Context: an optimization exercise on an open-source flow, tuned for small area, a short achievable clock period and few clock cycles per item. The choices shown serve that exercise and are no tape-out recipe.
At most, simulation tests tie the RTL to the original design; equivalence was not proved.

== job 5179 ==
Design smu_dac_conv, start of the top module:
module smu_dac_conv (
    input  wire        clk,
    input  wire        rst,         
    input  wire        in_valid,
    output wire        in_ready,
    input  wire [3:0]  in_role,     
    input  wire [7:0]  in_range,    
    input  wire [31:0] in_x,        
    input  wire [31:0] in_cllv,     
    input  wire [31:0] in_clhv,     
    output wire        out_valid,
    input  wire        out_ready,
    output wire [15:0] out_code,
    output wire        out_err      
);
Settings: LEC_CHECK=0, ABC_AREA=1, CAP_MARGIN=50, CORE_MARGIN=2, CORE_UTILIZATION=60, CTS_BUF_LIST=sky130_fd_sc_hd__clkbuf_16, CTS_CLUSTER_DIAMETER=100, CTS_CLUSTER_SIZE=20, SLEW_MARGIN=70; clock period 40.0 ns.
standard.sh (not shown) runs the stock make flow with config.mk's settings and CLKGATE_MAP_FILE= SYNTH_SCRIPT=/design/flow/synth_recipe.tcl, a recipe that flattens the netlist after the stock synthesis.
==> flow/flow/run.sh <==
#!/bin/bash
# The standard layout, with plain buffers (sky130_fd_sc_hd__buf_1) on the ports
# instead of the delay buffers buffer_ports picks by default.
set -euo pipefail
bash standard.sh "BUFFER_PORTS_ARGS=-buffer_cell sky130_fd_sc_hd__buf_1" finish > standard.log 2>&1
Testbench counts of job 5179, summed over its fixed seeds: cycles 4,832, items 4,800.
## Diff of input files: job 6089 against job 5179
# job 5179
export LEC_CHECK = 0
export ABC_AREA = 1
export CAP_MARGIN = 50
export CORE_MARGIN = 2
export CORE_UTILIZATION = 60
export CTS_BUF_LIST = sky130_fd_sc_hd__clkbuf_16
export CTS_CLUSTER_DIAMETER = 100
export CTS_CLUSTER_SIZE = 20
export SLEW_MARGIN = 70
create_clock -name core_clock -period 40.0 [get_ports {clk}]
# job 6089
export LEC_CHECK = 0
export ABC_AREA = 1
export CAP_MARGIN = 50
export CORE_MARGIN = 2
export CORE_UTILIZATION = 40
export CTS_BUF_LIST = sky130_fd_sc_hd__clkbuf_4 sky130_fd_sc_hd__clkbuf_8
export SLEW_MARGIN = 70
create_clock -name core_clock -period 40.0 [get_ports {clk}]
[summary]
Job 6089 ends up with a hold slack that is 16 ps lower than in job 5179. Job 6089 | stages: all done | timing, DRC, antenna: all pass.
What job 5273 does differently from job 6089 at the input level:
# job 6089
export LEC_CHECK = 0
export ABC_AREA = 1
export CAP_MARGIN = 50
export CORE_MARGIN = 2
export CORE_UTILIZATION = 40
export CTS_BUF_LIST = sky130_fd_sc_hd__clkbuf_4 sky130_fd_sc_hd__clkbuf_8
export SLEW_MARGIN = 70
create_clock -name core_clock -period 40.0 [get_ports {clk}]
# job 5273
export LEC_CHECK = 0
export ABC_AREA = 1
export CAP_MARGIN = 50
export CORE_MARGIN = 2
export CORE_UTILIZATION = 60
export CTS_BUF_LIST = sky130_fd_sc_hd__clkbuf_16
export CTS_CLUSTER_DIAMETER = 100
export CTS_CLUSTER_SIZE = 20
export SLEW_MARGIN = 60
create_clock -name core_clock -period 40.0 [get_ports {clk}]
Job 5273 — non-clock buffer count 3.2% lower, job 6089 as reference
Tapcell count is lower on job 5273
Job 5273 vs job 6089, instance count: job 5273 lower
Of job 6089 and job 5273, the lower final instance area belongs to job 5273.
~same non-clock buffer area fraction after layout in job 6089 and job 5273
Diff job 6089 -> job 5273: number of buffers inserted by port buffering neither gained nor lost much, met2 wirelength from detailed routing lost about 0.5%.
Between job 5273 and job 6089, it is job 5273 whose number of buffers created by CTS is lower, by 32.
Relative to job 5273, the following input files were edited for job 1296:
# job 5273
export LEC_CHECK = 0
export ABC_AREA = 1
export CAP_MARGIN = 50
export CORE_MARGIN = 2
export CORE_UTILIZATION = 60
export CTS_BUF_LIST = sky130_fd_sc_hd__clkbuf_16
export CTS_CLUSTER_DIAMETER = 100
export CTS_CLUSTER_SIZE = 20
export SLEW_MARGIN = 60
create_clock -name core_clock -period 40.0 [get_ports {clk}]
# job 1296
export LEC_CHECK = 0
export ABC_AREA = 1
export CAP_MARGIN = 35
export CORE_MARGIN = 2
export CORE_UTILIZATION = 60
export CTS_BUF_LIST = sky130_fd_sc_hd__clkbuf_16
export CTS_CLUSTER_DIAMETER = 100
export CTS_CLUSTER_SIZE = 20
export SLEW_MARGIN = 70
create_clock -name core_clock -period 40.0 [get_ports {clk}]
## What came out
- As far as required time of the critical path is concerned, job 5273 and job 1296 perform about the same.
- Between job 1296 and job 5273, layout-stage area growth over the synthesis result is lower for job 5273, job 1296 comes in above that.
- Looking at final worst-path setup slack, job 1296 sits above job 5273.
- Job 1296 and job 5273 ended up with nearly the same sequential standard cell area.
- On multiplexer area fraction after synthesis, job 5273 tracks job 1296 almost exactly.
#### Input delta (job 9650 over job 1296)
# job 1296
export LEC_CHECK = 0
export ABC_AREA = 1
export CAP_MARGIN = 35
export CORE_MARGIN = 2
export CORE_UTILIZATION = 60
export CTS_BUF_LIST = sky130_fd_sc_hd__clkbuf_16
export CTS_CLUSTER_DIAMETER = 100
export CTS_CLUSTER_SIZE = 20
export SLEW_MARGIN = 70
create_clock -name core_clock -period 40.0 [get_ports {clk}]
# job 9650
export LEC_CHECK = 0
export ABC_AREA = 1
export CAP_MARGIN = 50
export CORE_MARGIN = 2
export CORE_UTILIZATION = 60
export CTS_BUF_LIST = sky130_fd_sc_hd__clkbuf_16
export CTS_CLUSTER_DIAMETER = 100
export CTS_CLUSTER_SIZE = 20
export SLEW_MARGIN = 65
create_clock -name core_clock -period 40.0 [get_ports {clk}]
Findings:
- Diff job 9650..job 1296 | cell count after synthesis | unchanged
- met3 wire length was higher in job 9650 than in job 1296.
- Diff job 1296 -> job 9650: placed cell area stayed essentially flat, core utilization fell by 0.35 points, non-clock buffer count fell by 3, area of combinational cells with multiple inputs fell by 76 um^2.
- Status: effective utilization at floorplan parity (job 9650, job 1296)
- Job 9650 ends up with a clock skew that is 4.2 ps lower than in job 1296.

---

Starting RTL as in the previous note.
clock: 40.0 ns
lec_check: 0
abc_area: 1
cap_margin: 50
core_margin: 2
core_utilization: 75
cts_buf_list: sky130_fd_sc_hd__clkbuf_16
cts_cluster_diameter: 100
cts_cluster_size: 20
slew_margin: 70
Scripts as last shown in full above: flow/flow/run.sh
Testbench counts at the start, summed over its fixed seeds: cycles 4,832, items 4,800.
Rerun with:
Settings changed: CORE_UTILIZATION 75 to 60, CTS_CLUSTER_DIAMETER 100 to 200.
Clock skew climbs by 6.3 ps.
Non-clock buffer count stays the same.
Maximum frequency climbs by 0.48%.
Routed wire length came out lower by about 1.2%.
Final cell count climbs by 3.3%.
Global-route usage fell by 6.9 points.
Utilization came out lower by 17 points.
Worst hold slack is worse by 24 ps.
First-iteration DRC count shrinks by about 20%.
Rerun with:
Settings changed: CTS_CLUSTER_DIAMETER 200 to 100, CTS_CLUSTER_SIZE 20 to 25.
The changed run completed with no timing, DRC or antenna violations.
Global-route usage stays flat.
Critical path depth stays the same.
Wire length is about the same.
Register-to-register slack hardly moves.

---

Another version of the RTL of smu_dac_conv (not shown whole).
Size in the first run: ~3700 cells after synthesis, ~280 flip-flops, about 29000 µm² of cells after synthesis.
clock: 40.0 ns
lec_check: 0
abc_area: 1
cap_margin: 20
core_margin: 2
core_utilization: 40
cts_buf_list: sky130_fd_sc_hd__clkbuf_8 sky130_fd_sc_hd__clkbuf_16
cts_cluster_diameter: 60
cts_cluster_size: 20
slew_margin: 20
Scripts as last shown in full above: flow/flow/run.sh
Testbench counts at the start, summed over its fixed seeds: cycles 4,832, items 4,800.
Change:
CAP_MARGIN = 70   (was 20)
CTS_BUF_LIST = sky130_fd_sc_hd__clkbuf_4 sky130_fd_sc_hd__clkbuf_8   (was sky130_fd_sc_hd__clkbuf_8 sky130_fd_sc_hd__clkbuf_16)
CTS_CLUSTER_DIAMETER = unset   (was 60)
CTS_CLUSTER_SIZE = unset   (was 20)
SLEW_MARGIN = 85   (was 20)
After rerunning:
- The changed run produced a clean layout
- wire length came out higher by 6.2%
- core utilization goes up by 5.8 points
- sequential share of layout area shrinks by 1.8 points
- via count rose by 4.5%
- hold slack is about the same
- cell count came out higher by 3.3%
- synthesized cell count does not change

---

## run A
Another version of the RTL of smu_dac_conv (not shown whole).
Size: about 3700 cells after synthesis, ~280 flip-flops, ~130 I/O pins, roughly 0.028 sq mm of cells after synthesis.
==> flow/config.mk <==
export PLATFORM = sky130hd
export DESIGN_NAME = smu_dac_conv
export DESIGN_NICKNAME = smu_dac_conv
export VERILOG_FILES = /design/flow/design.v
export SDC_FILE = /design/flow/constraint.sdc
export NUM_CORES = 4
export LEC_CHECK = 0
export ABC_AREA = 1
export CAP_MARGIN = 20
export CORE_MARGIN = 2
export CORE_UTILIZATION = 40
export CTS_BUF_LIST = sky130_fd_sc_hd__clkbuf_4 sky130_fd_sc_hd__clkbuf_8
export SLEW_MARGIN = 20
==> flow/constraint.sdc <==
create_clock -name core_clock -period 40.0 [get_ports {clk}]
set_input_delay 8.0000 -clock core_clock [delete_from_list [all_inputs] [get_ports {clk}]]
set_output_delay 8.0000 -clock core_clock [all_outputs]
set_load 0.01 [all_outputs]
run.sh (not shown) runs the stock make flow with config.mk's settings and CLKGATE_MAP_FILE= SYNTH_SCRIPT=/design/flow/synth_recipe.tcl, a recipe that flattens the netlist after the stock synthesis.
Stock flow here: none of the scripts above is used.
Changes in run B relative to run A:
==> flow/flow/run.sh (new file) <==
#!/bin/bash
# The standard layout, with plain buffers (sky130_fd_sc_hd__buf_1) on the ports
# instead of the delay buffers buffer_ports picks by default.
set -euo pipefail
bash standard.sh "BUFFER_PORTS_ARGS=-buffer_cell sky130_fd_sc_hd__buf_1" finish > standard.log 2>&1
==> flow/standard.sh (new file) <==
#!/bin/bash
# synth_recipe.tcl (not shown) runs the flow's synth.tcl, then flattens the netlist and writes it again
# the make line also repeats each setting of config.mk as NAME=value (left out here)
make -C /OpenROAD-flow-scripts/flow DESIGN_CONFIG=/design/flow/config.mk WORK_HOME=/design/flow/orfs CLKGATE_MAP_FILE= SYNTH_SCRIPT=/design/flow/synth_recipe.tcl "${@:-finish}"
removed: flow/run.sh
Notes after the runs:
- Final critical delay including setup and external delays ended up 51 ps lower on run B than on run A.
- Diff run A -> run B | area growth from synthesis to final layout | decrease of 2.9 points
- Any difference in synthesized area per cell between run A and run B is small enough to ignore.
- From run A to run B the numbers moved as follows: length of the first detailed-routing pass in iterations increased by 1 relative to the old numbers.
### run B -> run C
==> flow/flow/run.sh <==
#!/bin/bash
# The standard layout, with plain buffers (sky130_fd_sc_hd__buf_2) on the ports
# instead of the delay buffers buffer_ports picks by default.
set -euo pipefail
bash standard.sh "BUFFER_PORTS_ARGS=-buffer_cell sky130_fd_sc_hd__buf_2" finish > standard.log 2>&1
Findings:
Run C: no failed stages, no open violations at the end. On fraction of the cycle the final worst path needs, run C tracks run B almost exactly. Re routed wire length: run B and run C aren't equal, and the lower value belongs to run C. The number of non-filler instances in the completed layout was comparable across run B and run C. Run C against run B: final worst setup slack grew by 19 ps, utilization after layout rose 0.34 points, worst slack on hold paths has increased. Status: global-route wire length before repair parity (run C, run B). In terms of number of flip-flops and latches, run C and run B differ only marginally. Final weighted congestion in routability-driven placement was lower in the run labelled run C. Data arrival time of the worst path in run C is 20 ps below run B.
No run of this note included a check of the RTL's function; only the layout flow was run.

---

## willow
smu_dac_conv with an RTL version that a note above also has.
Size: ~280 flip-flops, ~29000 um2 of cells after synthesis.
Design smu_dac_conv, start of the top module:
module smu_dac_conv (
    input  wire        clk,
    input  wire        rst,         
    input  wire        in_valid,
    output wire        in_ready,
    input  wire [3:0]  in_role,     
    input  wire [7:0]  in_range,    
    input  wire [31:0] in_x,        
    input  wire [31:0] in_cllv,     
    input  wire [31:0] in_clhv,     
    output wire        out_valid,
    input  wire        out_ready,
    output wire [15:0] out_code,
    output wire        out_err      
);
==> flow/config.mk <==
export PLATFORM = sky130hd
export DESIGN_NAME = smu_dac_conv
export DESIGN_NICKNAME = smu_dac_conv
export VERILOG_FILES = /design/flow/design.v
export SDC_FILE = /design/flow/constraint.sdc
export NUM_CORES = 4
export LEC_CHECK = 0
export ABC_AREA = 1
export CAP_MARGIN = 50
export CORE_MARGIN = 2
export CORE_UTILIZATION = 40
export CTS_BUF_LIST = sky130_fd_sc_hd__clkbuf_16
export CTS_CLUSTER_DIAMETER = 100
export CTS_CLUSTER_SIZE = 20
export SLEW_MARGIN = 70
==> flow/constraint.sdc <==
create_clock -name core_clock -period 40.0 [get_ports {clk}]
set_input_delay 8.0000 -clock core_clock [delete_from_list [all_inputs] [get_ports {clk}]]
set_output_delay 8.0000 -clock core_clock [all_outputs]
set_load 0.01 [all_outputs]
standard.sh (not shown) runs the stock make flow with config.mk's settings and CLKGATE_MAP_FILE= SYNTH_SCRIPT=/design/flow/synth_recipe.tcl, a recipe that flattens the netlist after the stock synthesis.
==> flow/flow/run.sh <==
#!/bin/bash
# The standard layout, with plain buffers (sky130_fd_sc_hd__buf_1) on the ports
# instead of the delay buffers buffer_ports picks by default.
set -euo pipefail
bash standard.sh "BUFFER_PORTS_ARGS=-buffer_cell sky130_fd_sc_hd__buf_1" finish > standard.log 2>&1
willow finished all stages; the layout is clean.
Testbench counts of willow, summed over its fixed seeds: cycles 4,832, items 4,800.
[inputs] tundra vs willow
Settings: SLEW_MARGIN now 20, was 70; CTS_CLUSTER_DIAMETER no longer set, was 100; CTS_BUF_LIST now sky130_fd_sc_hd__clkbuf_4 sky130_fd_sc_hd__clkbuf_8, was sky130_fd_sc_hd__clkbuf_16; CTS_CLUSTER_SIZE no longer set, was 20; CAP_MARGIN now 20, was 50.
Notes after the runs:
Result: PASS for each of willow and tundra
Required time of the worst setup path | tundra above willow
Worst path buffer plus inverter count (lower): willow
For post-detailed-route via-to-cell ratio, tundra and willow come out practically identical.
### tundra -> indigo
Settings: swapping 20 for 70 in SLEW_MARGIN; swapping 20 for 50 in CAP_MARGIN.
## What came out
indigo: full flow OK, the timing, DRC and antenna checks passed
indigo — mean routed wirelength per cell 0.45% lower, tundra as reference
Overall fraction of global-route tracks in use: indigo vs tundra, no meaningful difference
indigo against tundra: total number of cells along the worst setup path now sits lower; worst slack after detailed placement shows an increase of 0.33 ns.
indigo vs tundra, depth of the worst register-to-register path went down by 12.
Between indigo and tundra, the difference in met3 routing resource usage after global routing is negligible.
Of the two values seen for origin of the worst setup path, wa[2] was produced by tundra and rdy_r by indigo.

---

run a:
smu_dac_conv, a different RTL version from the one above (not shown whole).
For scale: ~3500 cells after synthesis, ~260 flip-flops, roughly 27000 sq um of cells after synthesis.
export LEC_CHECK = 0
export ABC_AREA = 1
export CAP_MARGIN = 50
export CORE_MARGIN = 2
export CORE_UTILIZATION = 60
export CTS_BUF_LIST = sky130_fd_sc_hd__clkbuf_16
export CTS_CLUSTER_DIAMETER = 200
export CTS_CLUSTER_SIZE = 25
export SLEW_MARGIN = 70
create_clock -name core_clock -period 40.0 [get_ports {clk}]
Scripts as last shown in full above: flow/flow/run.sh
Testbench counts of run a, summed over its fixed seeds: cycles 4,832, items 4,800.
The following lists how run b was set up differently from run a:
-- flow/config.mk --
<<< run a, line 12
export CTS_BUF_LIST = sky130_fd_sc_hd__clkbuf_16
export CTS_CLUSTER_DIAMETER = 200
export CTS_CLUSTER_SIZE = 25
export SLEW_MARGIN = 70
>>> run b, line 12
export CTS_BUF_LIST = sky130_fd_sc_hd__clkbuf_16
export CTS_CLUSTER_DIAMETER = 200
export CTS_CLUSTER_SIZE = 20
export SLEW_MARGIN = 70
### Flow results
Result: PASS for each of run b and run a
The worst setup margin of run b and that of run a are within noise of each other.
Any difference in cell count between run a and run b is small enough to ignore.
Die area: run b vs run a identical
~same cell area in run b and run a

what the ideal ports hide:
The flow's constraints put no driver on any port. The routed layouts listed below were extracted and timed again, unchanged, in two steps. Step 1 assumes that a clkbuf_16 drives the clock port and a buf_2 every other input. Step 2 adds t to the input delays and takes it off the output delays; t is the mean of the earliest and latest rising clock arrival at the registers after step 1. Input paths then give back, and output paths get back, about the clock's delay inside the block. Slacks: no drivers / after step 1 / after step 2; pairs: no drivers / after step 1.
| run | shift t [ns] | setup WS [ns] | hold WS [ns] | worst slew at a driven data input, ns | cell pins on the clock port's net |
|---|---|---|---|---|---|
| job 5179 | 0.585 | 30.921 / 30.863 / 30.623 | 0.330 / 0.330 / 0.330 | 0.04 | 1 |
| job 6089 | 0.705 | 30.833 / 30.771 / 30.567 | 0.313 / 0.313 / 0.313 | 0.05 | 1 |
| job 5273 | 0.589 | 30.916 / 30.861 / 30.506 | 0.328 / 0.328 / 0.328 | 0.04 | 1 |
| job 1296 | 0.585 | 30.921 / 30.863 / 30.623 | 0.330 / 0.330 / 0.330 | 0.04 | 1 |
| job 9650 | 0.589 | 30.886 / 30.874 / 30.496 | 0.329 / 0.329 / 0.329 | 0.04 | 1 |
| the first run of note 2 | 0.574 | 30.889 / 30.867 / 30.742 | 0.359 / 0.359 / 0.359 | 0.06 | 1 |
| the second run of note 2 | 0.585 | 30.932 / 30.875 / 30.619 | 0.334 / 0.334 / 0.334 | 0.04 | 1 |
| the third run of note 2 | 0.587 | 30.941 / 30.881 / 30.623 | 0.331 / 0.331 / 0.331 | 0.04 | 1 |
| the first run of note 3 | 0.663 | 30.505 / 30.505 / 30.505 | 0.330 / 0.330 / 0.330 | 0.04 | 1 |
| the second run of note 3 | 0.695 | 28.901 / 28.901 / 28.901 | 0.329 / 0.329 / 0.329 | 0.04 | 1 |
| run A of note 4 | 0.693 | 30.435 / 30.377 / 29.887 | 0.328 / 0.328 / 0.328 | 0.08 | 1 |
| run B of note 4 | 0.688 | 30.486 / 30.527 / 29.839 | 0.330 / 0.330 / 0.330 | 0.06 | 1 |
| run C of note 4 | 0.682 | 30.505 / 30.547 / 29.864 | 0.334 / 0.334 / 0.334 | 0.07 | 1 |
| willow | 0.609 | 30.900 / 30.839 / 30.795 | 0.333 / 0.333 / 0.333 | 0.04 | 1 |
| tundra | 0.682 | 30.498 / 30.498 / 30.498 | 0.325 / 0.325 / 0.325 | 0.04 | 1 |
| indigo | 0.684 | 30.847 / 30.785 / 30.784 | 0.327 / 0.327 / 0.327 | 0.04 | 1 |
| run a of note 6 | 0.556 | 30.960 / 30.902 / 30.750 | 0.390 / 0.390 / 0.390 | 0.05 | 1 |
| run b of note 6 | 0.568 | 30.961 / 30.903 / 30.746 | 0.398 / 0.398 / 0.398 | 0.05 | 1 |
After both steps every run listed still meets setup and hold. The setup slack of run B of note 4, which loses most, moves by +0.041 ns with the drivers and by -0.647 ns with both steps.
